Context: an optimization exercise on an open-source flow, tuned for small area, a short achievable clock period and few clock cycles. The choices shown serve that exercise and are no tape-out recipe.
The RTL was checked by simulation tests, not by an equivalence proof against the original design.
Power and IR drop assume default switching activity.

// ccpd_parser
module ccpd_parser (
    input  wire        clk,
    input  wire        rst,
    input  wire        in_valid,
    output wire        in_ready,
    input  wire [31:0] in_data,
    input  wire [2:0]  in_nbytes,
    input  wire        in_last,
    output wire        hdr_valid,
    input  wire        hdr_ready,
    output reg  [4:0]  hdr_type,
    output reg  [2:0]  hdr_bank,
    output reg  [15:0] hdr_len,
    output reg  [2:0]  hdr_variant,
    output reg         hdr_listed,
    output wire        pl_valid,
    input  wire        pl_ready,
    output reg  [31:0] pl_data,
    output wire [2:0]  pl_nbytes,
    output wire        pl_last,
    output wire        done_valid,
    output wire        done_ok,
    output wire [31:0] done_pos,
    output wire [31:0] done_count
);
Size in the first run: ~200 flip-flops, ~170 I/O pins, about 12000 um2 of cells after synthesis.
Settings: LEC_CHECK=0, CAP_MARGIN=20, CORE_MARGIN=2, CORE_UTILIZATION=40, PLACE_DENSITY=0.6, SETUP_SLACK_MARGIN=1.75, SLEW_MARGIN=20; clock period 5.0 ns.
run.sh (not shown) runs the stock make flow with config.mk's settings and CLKGATE_MAP_FILE= SYNTH_SCRIPT=/design/flow/synth_recipe.tcl, a recipe that flattens the netlist after the stock synthesis.
Testbench counts at the start, summed over its fixed seeds: cycles 21,282.
==> next run, changes <==
--- a/flow/design.v
+++ b/flow/design.v
@@ -205,16 +205,13 @@
     wire        ok   = (cont && !d_big && (d[2:0] == n))
                     || (hc && h_exact)
                     || (d_zero && (n == 3'd0));
     wire [29:0] bc1      = bc + 30'd1;
     wire [31:0] count1   = count + 32'd1;
     wire [31:0] fpos_new = b4 ? {bc1, 2'b00} : {bc, b10};
-    wire        borrow = ({1'b0, hdr_len[1:0]} < {1'b0, k});
-    wire [1:0]  lo_k   = hdr_len[1:0] - k;
-    wire [14:0] hi_src = hc ? {1'b0, hdr_len[15:2]} : d[16:2];
-    wire [16:0] dn     = {hi_src - {14'd0, !hc || borrow}, hc ? lo_k : d[1:0]};
+    wire [16:0] dn = hc ? ({1'b0, hdr_len} - {15'd0, k}) : (d - 17'd4);
     wire        cn_neg  = !d_big && !d[2];
     wire        cn_zero = !d_big && d[2];
     wire        cn_big  = !d_neg && ((d[15:4] != 12'd0) || (d[3] && (d[2:0] != 3'd0)));
     wire [2:0]  cn_low  = {!d[2], d[1:0]};
     wire [1:0]  pk_nx   = comp ? 2'd0 : hc ? k : pk;
     wire        r_neg  = hc ? ah[5] : cn_neg;
@@ -279,38 +276,38 @@
         else if (pend && pl_ready)
             ps4 <= onehot(2'd0 - pk);
         if (!rst && load)
             n <= n_in;
     end
     always @(posedge clk) begin
-        if (rst || done_valid) begin
-            fpos  <= 32'd0;
-            count <= 32'd0;
-        end else if (retire && comp) begin
-            fpos  <= fpos_new;
-            count <= count1;
-        end
-    end
-    always @(posedge clk) begin
         if (rst) begin
             ib_full <= 1'b0;
             hs      <= 1'b0;
             fin     <= 1'b0;
             fin_ok  <= 1'b0;
             bc      <= 30'd0;
+            fpos    <= 32'd0;
+            count   <= 32'd0;
         end else begin
             if (act && !retire && hdr_valid && hdr_ready) hs <= 1'b1;
-            if (done_valid)
+            if (done_valid) begin
                 fin   <= 1'b0;
+                fpos  <= 32'd0;
+                count <= 32'd0;
+            end
             if (retire) begin
                 hs   <= 1'b0;
                 prev <= ib_data[31:8];
                 if (c_def || h_def) begin
                     pend_n    <= c_def ? c_rem : h_cnt[1:0];
                     pend_last <= c_def ? c_end : h_end;
                 end
+                if (comp) begin
+                    fpos  <= fpos_new;
+                    count <= count1;
+                end
                 if (ib_last) begin
                     fin    <= 1'b1;
                     fin_ok <= ok;
                     bc     <= 30'd0;
                 end else begin
                     bc     <= bc1;
=> Design area went down by 2.4%. Critical path depth went down by 4. Wire length went up by 2.3%. Cell count went up by 0.69%. Maximum frequency went up by 1.7%. Global-route usage went up by 0.25 points. First-iteration DRC count went down by 16%. Sequential power hardly moves. Flip-flop and latch count is unchanged. Non-clock buffer count went down by 42. Core utilization went down by 2.8 points. Combinational power went up by 11%.
Testbench counts after the change, summed over its fixed seeds: cycles 21,282.

ccpd_parser again, from the RTL that the note above started with.
Settings: LEC_CHECK=0, CAP_MARGIN=20, CORE_MARGIN=2, CORE_UTILIZATION=40, PLACE_DENSITY=0.6, SETUP_SLACK_MARGIN=1.5, SLEW_MARGIN=20; clock period 5.0 ns.
Testbench counts at the start, summed over its fixed seeds: cycles 21,282.
Change:
--- a/flow/design.v
+++ b/flow/design.v
@@ -205,16 +205,13 @@
     wire        ok   = (cont && !d_big && (d[2:0] == n))
                     || (hc && h_exact)
                     || (d_zero && (n == 3'd0));
     wire [29:0] bc1      = bc + 30'd1;
     wire [31:0] count1   = count + 32'd1;
     wire [31:0] fpos_new = b4 ? {bc1, 2'b00} : {bc, b10};
-    wire        borrow = ({1'b0, hdr_len[1:0]} < {1'b0, k});
-    wire [1:0]  lo_k   = hdr_len[1:0] - k;
-    wire [14:0] hi_src = hc ? {1'b0, hdr_len[15:2]} : d[16:2];
-    wire [16:0] dn     = {hi_src - {14'd0, !hc || borrow}, hc ? lo_k : d[1:0]};
+    wire [16:0] dn = hc ? ({1'b0, hdr_len} - {15'd0, k}) : (d - 17'd4);
     wire        cn_neg  = !d_big && !d[2];
     wire        cn_zero = !d_big && d[2];
     wire        cn_big  = !d_neg && ((d[15:4] != 12'd0) || (d[3] && (d[2:0] != 3'd0)));
     wire [2:0]  cn_low  = {!d[2], d[1:0]};
     wire [1:0]  pk_nx   = comp ? 2'd0 : hc ? k : pk;
     wire        r_neg  = hc ? ah[5] : cn_neg;
@@ -239,21 +236,20 @@
                 default: h = 1'b0;
             endcase
             decide = {h, !neg && !zero && ((kp != 2'd0) || (nn != 3'd0)),
                       dir_tab({big, low, kp, nn})};
         end
     endfunction
-    wire        s_neg  = retire ? (!ib_last && r_neg) : d_neg;
-    wire        s_zero = retire ? (ib_last || r_zero) : d_zero;
-    wire        s_big  = retire ? (!ib_last && r_big) : d_big;
-    wire [2:0]  s_low  = retire ? (ib_last ? 3'd0 : r_low) : d[2:0];
-    wire [1:0]  s_pk   = retire ? (ib_last ? 2'd0 : pk_nx) : pk;
-    wire [5:0]  dec    = decide(s_neg, s_zero, s_big, s_low, s_pk, n_in);
+    wire [5:0] dec_ret = ib_last ? decide(1'b0, 1'b1, 1'b0, 3'd0, 2'd0, n_in)
+                                 : decide(r_neg, r_zero, r_big, r_low, pk_nx, n_in);
+    wire [5:0] dec_new = decide(d_neg, d_zero, d_big, d[2:0], pk, n_in);
     always @(posedge clk) begin
-        if (retire || !ib_full)
-            {hc, direct, dir_last, dir_n} <= dec;
+        if (retire)
+            {hc, direct, dir_last, dir_n} <= dec_ret;
+        else if (!ib_full)
+            {hc, direct, dir_last, dir_n} <= dec_new;
         if (rst || (retire && ib_last)) begin
             d      <= 17'd0;
             d_neg  <= 1'b0;
             d_zero <= 1'b1;
             d_big  <= 1'b0;
             pk     <= 2'd0;
@@ -279,38 +275,38 @@
         else if (pend && pl_ready)
             ps4 <= onehot(2'd0 - pk);
         if (!rst && load)
             n <= n_in;
     end
     always @(posedge clk) begin
-        if (rst || done_valid) begin
-            fpos  <= 32'd0;
-            count <= 32'd0;
-        end else if (retire && comp) begin
-            fpos  <= fpos_new;
-            count <= count1;
-        end
-    end
-    always @(posedge clk) begin
         if (rst) begin
             ib_full <= 1'b0;
             hs      <= 1'b0;
             fin     <= 1'b0;
             fin_ok  <= 1'b0;
             bc      <= 30'd0;
+            fpos    <= 32'd0;
+            count   <= 32'd0;
         end else begin
             if (act && !retire && hdr_valid && hdr_ready) hs <= 1'b1;
-            if (done_valid)
+            if (done_valid) begin
                 fin   <= 1'b0;
+                fpos  <= 32'd0;
+                count <= 32'd0;
+            end
             if (retire) begin
                 hs   <= 1'b0;
                 prev <= ib_data[31:8];
                 if (c_def || h_def) begin
                     pend_n    <= c_def ? c_rem : h_cnt[1:0];
                     pend_last <= c_def ? c_end : h_end;
                 end
+                if (comp) begin
+                    fpos  <= fpos_new;
+                    count <= count1;
+                end
                 if (ib_last) begin
                     fin    <= 1'b1;
                     fin_ok <= ok;
                     bc     <= 30'd0;
                 end else begin
                     bc     <= bc1;
Result:
- The new run finished clean
- count of clock-buffer cells in the layout rises by 1
- core utilization falls by 1.0 points
- global-route usage falls by 0.37 points
- setup slack gets better by 0.059 ns
- sequential share of layout area falls by 0.68 points
- non-clock buffer count falls by 29
- routed wire length rises by about 3.6%
Testbench counts after the change, summed over its fixed seeds: cycles 21,282.

==> re-timing with driven ports <==
The flow's constraints put no driver on any port. The routed layouts listed below were extracted and timed again, unchanged, in two steps. Step 1 (the two cells are an assumption about what drives the block):
set clk [get_ports {clk}]
set_driving_cell -lib_cell sky130_fd_sc_hd__clkbuf_16 $clk
set_driving_cell -lib_cell sky130_fd_sc_hd__buf_2 [delete_from_list [all_inputs] $clk]
Step 2, shift: input delay + t, output delay - t, t = (earliest + latest rising clock arrival at the registers) / 2. This alone moves slack from input paths to output paths. Three values: ideal ports, drivers, drivers and shift; two values: the first two.
run	t, ns	setup slack, ns	worst register clock-pin slew, ns
the first run of note 1	0.490	1.672 / 1.665 / 1.350	0.08 / 0.08
the second run of note 1	0.502	1.727 / 1.673 / 1.391	0.09 / 0.09
the first run of note 2	0.485	1.511 / 1.463 / 1.052	0.10 / 0.10
the second run of note 2	0.504	1.570 / 1.519 / 1.109	0.09 / 0.09
After both steps every run listed still meets setup and hold. For the second run of note 2, which loses most, drivers alone change the setup slack by -0.051 ns; drivers and shift together by -0.461 ns.
